Context: an optimization exercise on an open-source flow, tuned for a short achievable clock period and few clock cycles. The choices shown serve that exercise and are no tape-out recipe.
At most, simulation tests tie the RTL to the original design; equivalence was not proved.
The clock port is modelled as an ideal driver; clocking choices that lean on that would not hold on a real chip.
No activity file was given, so power comes from the tool's default toggle rates.

==> exp/willow <==
Design anc_encoder, start of the top module:
module anc_encoder (
    input  wire        clk,
    input  wire        rst,
    input  wire        in_valid,
    output wire        in_ready,
    input  wire [31:0] in_data,
    input  wire [2:0]  in_nbytes,
    output reg         out_valid,
    input  wire        out_ready,
    output reg  [31:0] out_data,
    output reg         out_last
);
Settings: LEC_CHECK=0, ABC_CLOCK_PERIOD_IN_PS=2500, CAP_MARGIN=20, CORE_MARGIN=2, CORE_UTILIZATION=65, PLACE_DENSITY=0.75, SETUP_SLACK_MARGIN=5, SLEW_MARGIN=20, TNS_END_PERCENT=100; clock period 8.0 ns.
standard.sh (not shown) runs the stock make flow with config.mk's settings and CLKGATE_MAP_FILE= SYNTH_SCRIPT=/design/flow/synth_recipe.tcl, a recipe that flattens the netlist after the stock synthesis.
==> flow/flow/run.sh <==
#!/bin/bash
set -euo pipefail
cd "$(dirname "$0")/.."
bash standard.sh SETUP_SLACK_MARGIN=5.5 finish > standard_make.log 2>&1
==> inputs of exp/fjord, as changes to exp/willow <==
--- a/flow/design.v
+++ b/flow/design.v
@@ -356,27 +356,23 @@
     reg [32:0] qh;
     always @(*) begin
         qh = 33'd0;
         for (i = 0; i < QN; i = i + 1)
             qh = qh | ({33{rd[i]}} & q[i]);
     end
-    reg  [32:0] sd;
-    wire        o_free = !out_valid || out_ready;
-    wire        o_hold = !o_free;
-    wire        o_ldsd = o_free && sv;
-    wire        o_ldq  = o_free && !sv;
+    reg [32:0] sd;
     always @(posedge clk) begin
         if (rst) begin
             out_valid <= 1'b0;
             sv        <= 1'b0;
-        end else if (o_free) begin
+        end else if (!out_valid || out_ready) begin
             out_valid <= sv || pop;
             sv        <= 1'b0;
         end else if (pop) begin
             sv        <= 1'b1;
         end
-        {out_last, out_data} <= ({33{o_hold}} & {out_last, out_data})
-                              | ({33{o_ldsd}} & sd)
-                              | ({33{o_ldq}}  & qh);
+        if (!out_valid || out_ready) begin
+            {out_last, out_data} <= sv ? sd : qh;
+        end
         if (pop) sd <= qh;
     end
 endmodule
==> flow/run.sh (new file) <==
#!/bin/bash
# synth_recipe.tcl (not shown) runs the flow's synth.tcl, then flattens the netlist and writes it again
# the make line also repeats each setting of config.mk as NAME=value (left out here)
make -C /OpenROAD-flow-scripts/flow DESIGN_CONFIG=/design/flow/config.mk WORK_HOME=/design/flow/orfs CLKGATE_MAP_FILE= SYNTH_SCRIPT=/design/flow/synth_recipe.tcl finish
removed: flow/flow/run.sh
removed: flow/standard.sh
==> inputs of exp/amber, as changes to exp/willow <==
--- a/flow/design.v
+++ b/flow/design.v
@@ -356,27 +356,23 @@
     reg [32:0] qh;
     always @(*) begin
         qh = 33'd0;
         for (i = 0; i < QN; i = i + 1)
             qh = qh | ({33{rd[i]}} & q[i]);
     end
-    reg  [32:0] sd;
-    wire        o_free = !out_valid || out_ready;
-    wire        o_hold = !o_free;
-    wire        o_ldsd = o_free && sv;
-    wire        o_ldq  = o_free && !sv;
+    reg [32:0] sd;
     always @(posedge clk) begin
         if (rst) begin
             out_valid <= 1'b0;
             sv        <= 1'b0;
-        end else if (o_free) begin
+        end else if (!out_valid || out_ready) begin
             out_valid <= sv || pop;
             sv        <= 1'b0;
         end else if (pop) begin
             sv        <= 1'b1;
         end
-        {out_last, out_data} <= ({33{o_hold}} & {out_last, out_data})
-                              | ({33{o_ldsd}} & sd)
-                              | ({33{o_ldq}}  & qh);
+        if (!out_valid || out_ready) begin
+            {out_last, out_data} <= sv ? sd : qh;
+        end
         if (pop) sd <= qh;
     end
 endmodule
==> flow/flow/run.sh (replaced) <==
#!/bin/bash
set -euo pipefail
cd "$(dirname "$0")/.."
bash standard.sh SETUP_SLACK_MARGIN=5.4 finish > standard_make.log 2>&1
==> results.json <==
{
  "outcome": "complete, no violations",
  "placement.setup.worst_slack_ps": 4690,
  "crit_path_end": "out_data[14]",
  "min_delay_worst_endpoint": "c_csel[0]",
  "multi_input_area_share": 0.348,
  "crit_type": "flip-flop to output port",
  "track_usage": 0.359,
  "share_of_the_synthesized_area_in_compound_gates_ao_oa_aoi_oai": 0.136,
  "synth.cell_area_sq_mm": 0.0449,
  "r2r-end": "reserved[4]",
  "combPwrFrac": 0.168,
  "worst_ep_required_time_ps": 6400,
  "synthTopCellsByArea": "sky130_fd_sc_hd__edfxtp_1 40%, sky130_fd_sc_hd__dfxtp_1 18%, sky130_fd_sc_hd__mux2i_1 6.4%",
  "wl_met1_mm": 46.8
}
The numbers above come from exp/amber.

==> results.json <==
{
  "track_usage": 0.363,
  "multi_input_area_share": 0.352,
  "outcome": "complete, no violations",
  "synth.cell_area_sq_mm": 0.0448,
  "crit_type": "flip-flop to flip-flop",
  "r2r-end": "msg_left[2]",
  "worst_ep_required_time_ps": 8520,
  "combPwrFrac": 0.175,
  "crit_path_end": "msg_left[2]",
  "synthTopCellsByArea": "sky130_fd_sc_hd__edfxtp_1 38%, sky130_fd_sc_hd__dfxtp_1 20%, sky130_fd_sc_hd__mux2i_1 7.3%",
  "wl_met1_mm": 46.8
}
The numbers above come from exp/willow.

==> results.json <==
{
  "outcome": "complete, no violations",
  "synth.cell_area_sq_mm": 0.0449,
  "boundaryPins": 74,
  "power.sequential.total_uw": 6440,
  "path_depth": 1,
  "slowest_stage": "sky130_fd_sc_hd__edfxtp_1",
  "min_delay_worst_endpoint": "c_slots[12]",
  "worst_ep_required_time_ps": 6400,
  "clock_power_share": 0.363,
  "netlist_instances": 4132,
  "timing.hold.worst.class": "flip-flop to flip-flop",
  "crit_type": "flip-flop to output port",
  "crit_path_end": "out_data[19]",
  "placement.setup.worst_slack_ps": 4760,
  "area_growth_pct": 10.1,
  "wl_met1_mm": 46.1,
  "combPwrFrac": 0.158,
  "synthTopCellsByArea": "sky130_fd_sc_hd__edfxtp_1 40%, sky130_fd_sc_hd__dfxtp_1 18%, sky130_fd_sc_hd__mux2i_1 6.4%",
  "track_usage": 0.361
}
The numbers above come from exp/fjord.

Testbench counts of exp/fjord, summed over its fixed seeds: cycles 20,709.
Testbench counts of exp/amber, summed over its fixed seeds: cycles 20,709.
The RTL of exp/willow was laid out without a check of its function.

* * *

==> inputs of run C <==
Another version of the RTL of anc_encoder (not shown whole).
Settings: LEC_CHECK=0, ABC_CLOCK_PERIOD_IN_PS=2500, CAP_MARGIN=20, CORE_MARGIN=2, CORE_UTILIZATION=65, PLACE_DENSITY=0.75, SETUP_SLACK_MARGIN=5, SLEW_MARGIN=20, TNS_END_PERCENT=100; clock period 8.0 ns.
==> flow/flow/run.sh <==
#!/bin/bash
set -euo pipefail
cd "$(dirname "$0")/.."
bash standard.sh SETUP_SLACK_MARGIN=5.5 finish > standard_make.log 2>&1
==> run G (differences from run C) <==
--- a/flow/design.v
+++ b/flow/design.v
@@ -5,17 +5,17 @@
     output wire        in_ready,
     input  wire [31:0] in_data,
     input  wire [2:0]  in_nbytes,
     output reg         out_valid,
     input  wire        out_ready,
     output reg  [31:0] out_data,
     output reg         out_last
 );
-    localparam integer QN = 12;           
+    localparam integer QN = 10;           
     localparam integer RW = 5;            
     function [9:0] sym;
         input [7:0] b;
         begin
             sym = {^b, ~^b, b};
         end
     endfunction
     function [17:0] csa;
@@ -38,29 +38,37 @@
             for (d = 1; d < 9; d = d * 2)
                 for (k = 8; k >= d; k = k - 1) begin
                     gg[k] = gg[k] | (pp[k] & gg[k - d]);
                     pp[k] = pp[k] & pp[k - d];
                 end
             add9 = p ^ {gg[7:0], 1'b0};
         end
     endfunction
+    reg rst_r;
+    always @(posedge clk)
+        rst_r <= rst;
+    wire rst_i = rst_r;
     reg        in_rdy_r;
     reg        hv, tv;
     reg [34:0] hq, tq;                    
     wire       issue;
     wire       push = in_valid && in_rdy_r;
     assign in_ready = in_rdy_r;
     wire hq_ldt  = tv && issue;
     wire hq_ldi  = !tv && (!hv || issue);
     wire hq_hold = !hq_ldt && !hq_ldi;
     always @(posedge clk) begin
         if (rst) begin
             hv       <= 1'b0;
             tv       <= 1'b0;
+            in_rdy_r <= 1'b0;
+        end else if (rst_i) begin
+            hv       <= 1'b0;
+            tv       <= 1'b0;
             in_rdy_r <= 1'b1;
         end else begin
             if (tv) begin
                 if (issue) begin
                     tv       <= 1'b0;
                     in_rdy_r <= 1'b1;
                 end
             end else if (hv) begin
@@ -81,20 +89,20 @@
     end
     localparam [1:0] P_PHDR = 2'd0, P_MHDR = 2'd1, P_IDS = 2'd2, P_UDW = 2'd3;
     reg  [1:0] pst;
     reg  [7:0] msg_left;
     reg        last_msg;                  
     reg  [7:0] udw_left;
     reg  [4:0] po;                        
     reg  [RW-1:0] reserved;               
-    reg           ok3, ok6;               
+    reg  [3:0]    okk;                    
     reg           a_v;
     reg  [1:0]    a_c;
-    assign issue = hv && (a_v ? ok6 : ok3);
+    assign issue = hv && okk[a_v ? a_c : 2'd0];
     wire [31:0] hd  = hq[31:0];
     wire [2:0]  hnb = (hq[33:32] == 2'd0) ? 3'd4 : {1'b0, hq[33:32]};
     reg  [4:1]  ule;
     reg         ul_end;
     always @(*) begin
         case (hq[33:32])
             2'd1:    ul_end = ule[1];
             2'd2:    ul_end = ule[2];
@@ -199,17 +207,17 @@
             end
         endcase
         if (p_end) begin
             msg_left_nx = msg_left - 8'd1;
             last_msg_nx = (msg_left == 8'd2);
         end
     end
     always @(posedge clk) begin
-        if (rst)
+        if (rst_i)
             pst <= P_PHDR;
         else if (issue)
             pst <= pst_nx;
         if (issue) begin
             msg_left <= msg_left_nx;
             last_msg <= last_msg_nx;
             udw_left <= udw_left_nx;
             po       <= po_nx;
@@ -217,17 +225,17 @@
         end
     end
     reg        a_word, a_ids, a_end, a_last;
     reg [2:0]  a_nsym;
     reg        a_pb;
     reg [4:0]  a_o;
     reg [31:0] a_d;
     always @(posedge clk) begin
-        a_v    <= !rst && issue;
+        a_v    <= !rst_i && issue;
         a_word <= p_word;
         a_ids  <= p_ids;
         a_end  <= p_end;
         a_last <= p_last;
         a_nsym <= p_nsym;
         a_c    <= p_c;
         a_pb   <= p_pb;
         a_o    <= p_o;
@@ -264,17 +272,17 @@
     wire [8:0]  a_tc = a_t2[8:0];
     reg        b_v, b_word, b_ids, b_last;
     reg [1:0]  b_c;
     reg [4:0]  b_o, b_csel;
     reg [49:0] b_slots;
     reg [8:0]  b_ts, b_tc;
     reg [8:0]  rs, rc;                    
     always @(posedge clk) begin
-        b_v     <= !rst && a_v;
+        b_v     <= !rst_i && a_v;
         b_word  <= a_word;
         b_ids   <= a_ids;
         b_last  <= a_last;
         b_c     <= a_c;
         b_o     <= a_o;
         b_csel  <= a_csel;
         b_slots <= a_slots;
         b_ts    <= a_ts;
@@ -289,17 +297,17 @@
     reg [4:0]  c_o, c_csel;
     reg [49:0] c_slots;
     reg [8:0]  c_ss, c_sc;
     always @(posedge clk) begin
         if (b_v && !b_word) begin
             rs <= b_u2[17:9];
             rc <= b_u2[8:0];
         end
-        c_v     <= !rst && b_v;
+        c_v     <= !rst_i && b_v;
         c_last  <= b_last;
         c_c     <= b_c;
         c_o     <= b_o;
         c_csel  <= b_csel;
         c_slots <= b_slots;
         c_ss    <= b_u2[17:9];
         c_sc    <= b_u2[8:0];
     end
@@ -310,17 +318,17 @@
         for (j = 0; j < 5; j = j + 1)
             c_chunk[49 - 10 * j -: 10] = c_slots[49 - 10 * j -: 10] | ({10{c_csel[j]}} & c_cs);
     end
     reg        d_v, d_last;
     reg [1:0]  d_c;
     reg [4:0]  d_o;
     reg [49:0] d_chunk;
     always @(posedge clk) begin
-        d_v     <= !rst && c_v;
+        d_v     <= !rst_i && c_v;
         d_last  <= c_last;
         d_c     <= c_c;
         d_o     <= c_o;
         d_chunk <= c_chunk;
     end
     wire [79:0] d_sh = {d_chunk, 30'd0} >> {d_o[4:1], 1'b0};    
     reg          e_v, e_last, e_first;
     reg [1:0]    e_c;
@@ -334,25 +342,25 @@
         case (e_n)
             2'd0:    wr_nx = wr;
             2'd1:    wr_nx = {wr[QN-2:0], wr[QN-1]};
             2'd2:    wr_nx = {wr[QN-3:0], wr[QN-1:QN-2]};
             default: wr_nx = {wr[QN-4:0], wr[QN-1:QN-3]};
         endcase
     end
     always @(posedge clk) begin
-        e_v     <= !rst && d_v;
+        e_v     <= !rst_i && d_v;
         e_last  <= d_last;
         e_c     <= d_c;
-        e_n     <= (!rst && d_v) ? d_c : 2'd0;
+        e_n     <= (!rst_i && d_v) ? d_c : 2'd0;
         e_first <= (d_o == 5'd0);
         e_w0    <= d_sh[79:48];
         e_w1    <= d_sh[47:16];
         e_w2    <= {d_sh[15:0], 16'd0};
-        if (rst) begin
+        if (rst_i) begin
             wr   <= {{(QN-1){1'b0}}, 1'b1};
             e_s0 <= {QN{1'b0}};
             e_s1 <= {QN{1'b0}};
             e_s2 <= {QN{1'b0}};
         end else begin
             wr   <= wr_nx;
             e_s0 <= (d_v && d_c != 2'd0) ? wr_nx : {QN{1'b0}};
             e_s1 <= (d_v && d_c[1]) ? {wr_nx[QN-2:0], wr_nx[QN-1]} : {QN{1'b0}};
@@ -403,63 +411,71 @@
                 2'd0:    begin q_nx = qcnt;        qne_nx = (qcnt != 5'd0); end
                 2'd1:    begin q_nx = qcnt + 2'd1; qne_nx = 1'b1; end
                 2'd2:    begin q_nx = qcnt + 2'd2; qne_nx = 1'b1; end
                 default: begin q_nx = qcnt + 2'd3; qne_nx = 1'b1; end
             endcase
     end
     wire [1:0]    r_add = a_v ? a_c : 2'd0;
     reg  [RW-1:0] r_nx;
-    reg           ok3_nx, ok6_nx;
+    reg  [2:0]    r_d;                    
+    reg  [3:0]    okk_nx;
+    integer k;
     always @(*) begin
         if (pop)
             case (r_add)
-                2'd0:    begin r_nx = reserved - 1'b1; ok3_nx = (reserved <= QN - 2); ok6_nx = (reserved <= QN - 5); end
-                2'd1:    begin r_nx = reserved;        ok3_nx = (reserved <= QN - 3); ok6_nx = (reserved <= QN - 6); end
-                2'd2:    begin r_nx = reserved + 2'd1; ok3_nx = (reserved <= QN - 4); ok6_nx = (reserved <= QN - 7); end
-                default: begin r_nx = reserved + 2'd2; ok3_nx = (reserved <= QN - 5); ok6_nx = (reserved <= QN - 8); end
+                2'd0:    begin r_nx = reserved - 1'b1; r_d = 3'd0; end
+                2'd1:    begin r_nx = reserved;        r_d = 3'd1; end
+                2'd2:    begin r_nx = reserved + 2'd1; r_d = 3'd2; end
+                default: begin r_nx = reserved + 2'd2; r_d = 3'd3; end
             endcase
         else
             case (r_add)
-                2'd0:    begin r_nx = reserved;        ok3_nx = (reserved <= QN - 3); ok6_nx = (reserved <= QN - 6); end
-                2'd1:    begin r_nx = reserved + 2'd1; ok3_nx = (reserved <= QN - 4); ok6_nx = (reserved <= QN - 7); end
-                2'd2:    begin r_nx = reserved + 2'd2; ok3_nx = (reserved <= QN - 5); ok6_nx = (reserved <= QN - 8); end
-                default: begin r_nx = reserved + 2'd3; ok3_nx = (reserved <= QN - 6); ok6_nx = (reserved <= QN - 9); end
+                2'd0:    begin r_nx = reserved;        r_d = 3'd1; end
+                2'd1:    begin r_nx = reserved + 2'd1; r_d = 3'd2; end
+                2'd2:    begin r_nx = reserved + 2'd2; r_d = 3'd3; end
+                default: begin r_nx = reserved + 2'd3; r_d = 3'd4; end
+            endcase
+        for (k = 0; k < 4; k = k + 1)
+            case (r_d)
+                3'd0:    okk_nx[k] = (reserved <= QN - 2 - k);
+                3'd1:    okk_nx[k] = (reserved <= QN - 3 - k);
+                3'd2:    okk_nx[k] = (reserved <= QN - 4 - k);
+                3'd3:    okk_nx[k] = (reserved <= QN - 5 - k);
+                default: okk_nx[k] = (reserved <= QN - 6 - k);
             endcase
     end
     always @(posedge clk) begin
-        if (rst) begin
+        if (rst_i) begin
             rd       <= {{(QN-1){1'b0}}, 1'b1};
             qcnt     <= {RW{1'b0}};
             qne      <= 1'b0;
             reserved <= {RW{1'b0}};
-            ok3      <= 1'b1;
-            ok6      <= 1'b1;
+            okk      <= 4'hf;
         end else begin
             if (pop) rd <= {rd[QN-2:0], rd[QN-1]};
             qcnt     <= q_nx;
             qne      <= qne_nx;
             reserved <= r_nx;
-            ok3      <= ok3_nx;
-            ok6      <= ok6_nx;
+            okk      <= okk_nx;
         end
     end
     reg [32:0] qh;
     always @(*) begin
         qh = 33'd0;
         for (i = 0; i < QN; i = i + 1)
             qh = qh | ({33{rd[i]}} & q[i]);
     end
     reg  [32:0] sd;
     wire        o_free = !out_valid || out_ready;
     wire        o_hold = !o_free;
     wire        o_ldsd = o_free && sv;
     wire        o_ldq  = o_free && !sv;
     always @(posedge clk) begin
-        if (rst) begin
+        if (rst || rst_i) begin
             out_valid <= 1'b0;
             sv        <= 1'b0;
         end else if (o_free) begin
             out_valid <= sv || pop;
             sv        <= 1'b0;
         end else if (pop) begin
             sv        <= 1'b1;
         end
==> flow/flow/run.sh (replaced) <==
#!/bin/bash
set -euo pipefail
cd "$(dirname "$0")/.."
export CTS_ARGS="-sink_clustering_enable -repair_clock_nets -sink_clustering_size 30 -sink_clustering_max_diameter 100"
export POST_CTS_TCL="$PWD/flow/post_cts.tcl"
bash standard.sh SETUP_SLACK_MARGIN=5.6 "CTS_ARGS=$CTS_ARGS" "POST_CTS_TCL=$POST_CTS_TCL" finish > standard_make.log 2>&1
==> flow/flow/post_cts.tcl (new file) <==
set block [ord::get_db_block]
set clk_net [$block findNet clk]
set roots {}
foreach it [$clk_net getITerms] {
  lappend roots [$it getInst]
}
if {[llength $roots] == 1} {
  set root [lindex $roots 0]
  set out_net ""
  foreach it [$root getITerms] {
    if {[$it isOutputSignal]} { set out_net [$it getNet] }
  }
  if {$out_net ne ""} {
    set sinks {}
    foreach it [$out_net getITerms] {
      if {[$it isInputSignal]} { lappend sinks $it }
    }
    if {[llength $sinks] <= 4 && [llength $sinks] > 0} {
      puts "post_cts: removing root clock buffer [$root getName], port now drives [llength $sinks] buffers"
      foreach it $sinks {
        $it disconnect
        $it connect $clk_net
      }
      foreach it [$root getITerms] { $it disconnect }
      odb::dbInst_destroy $root
      odb::dbNet_destroy $out_net
      estimate_parasitics -placement
      report_checks -path_delay max -format end -group_path_count 5
    } else {
      puts "post_cts: root buffer drives [llength $sinks] sinks, kept"
    }
  }
}
==> comparison table <==
| quantity | run G | run C |
|---|---|---|
| Worst-case register-to-register setup slack | 5680 ps | 5550 ps |
| Synthesized flop and latch total | 943 | 1016 |
| Transition at the pin with the smallest max-transition slack | 980 ps | 1050 ps |
| Simple logic cell fraction of the synthesized area | 11.7% | 11.4% |
| Cell internal power dissipation | 6550 uW | 9620 uW |
| Count of flip-flops with a built-in enable after synthesis | 470 | 536 |
| Reported net switching power | 2090 uW | 3590 uW |
| Fmax | 0.402 GHz | 0.367 GHz |
| Outcome | complete, no violations | complete, no violations |
| Area growth from synthesis to layout | 5.87% | 9.94% |
| GRT Total Usage | 32.4% | 35.5% |
| Sequential fraction of design power | 62.2% | 47.3% |
| Fraction of area in multi-input gates | 38.3% | 36.5% |
| Gate count after technology mapping | 4144 | 4482 |
| Synth unique cells | 69 | 71 |
| Average wire per cell in the routed design | 23.1 um | 24.6 um |
| Final hold slack | 316 ps | 316 ps |
| Last element of the critical path | out_data[30] | out_last |
Testbench counts of run C, summed over its fixed seeds: cycles 20,709.
Testbench counts of run G, summed over its fixed seeds: cycles 20,717.

[static timing again, ports no longer ideal]
The results above use ideal ports. As a check the final layouts listed here were re-extracted and re-timed, cells and wires unchanged.
Step 1 assumes that a clkbuf_16 drives the clock port and a buf_2 every other input.
Step 2 also shifts input and output timing later by t, the mid clock arrival at the registers, as if the neighbouring blocks saw the same clock.
Slacks: no drivers / after step 1 / after step 2; pairs: no drivers / after step 1.
run | t, ns | setup slack, ns | worst register clock-pin slew, ns
exp/willow | 0.725 | 5.238 / 5.203 / 4.977 | 0.07 / 0.07
exp/fjord | 0.723 | 5.057 / 4.994 / 4.770 | 0.07 / 0.07
exp/amber | 0.725 | 5.220 / 5.154 / 4.850 | 0.07 / 0.07
run C | 0.724 | 5.273 / 5.208 / 4.971 | 0.07 / 0.07
run G | 0.528 | 5.511 / 5.387 / 5.285 | 0.12 / 0.12
After both steps setup and hold are still met in every run listed. For exp/amber, which loses most, drivers alone change the setup slack by -0.066 ns; drivers and shift together by -0.370 ns.
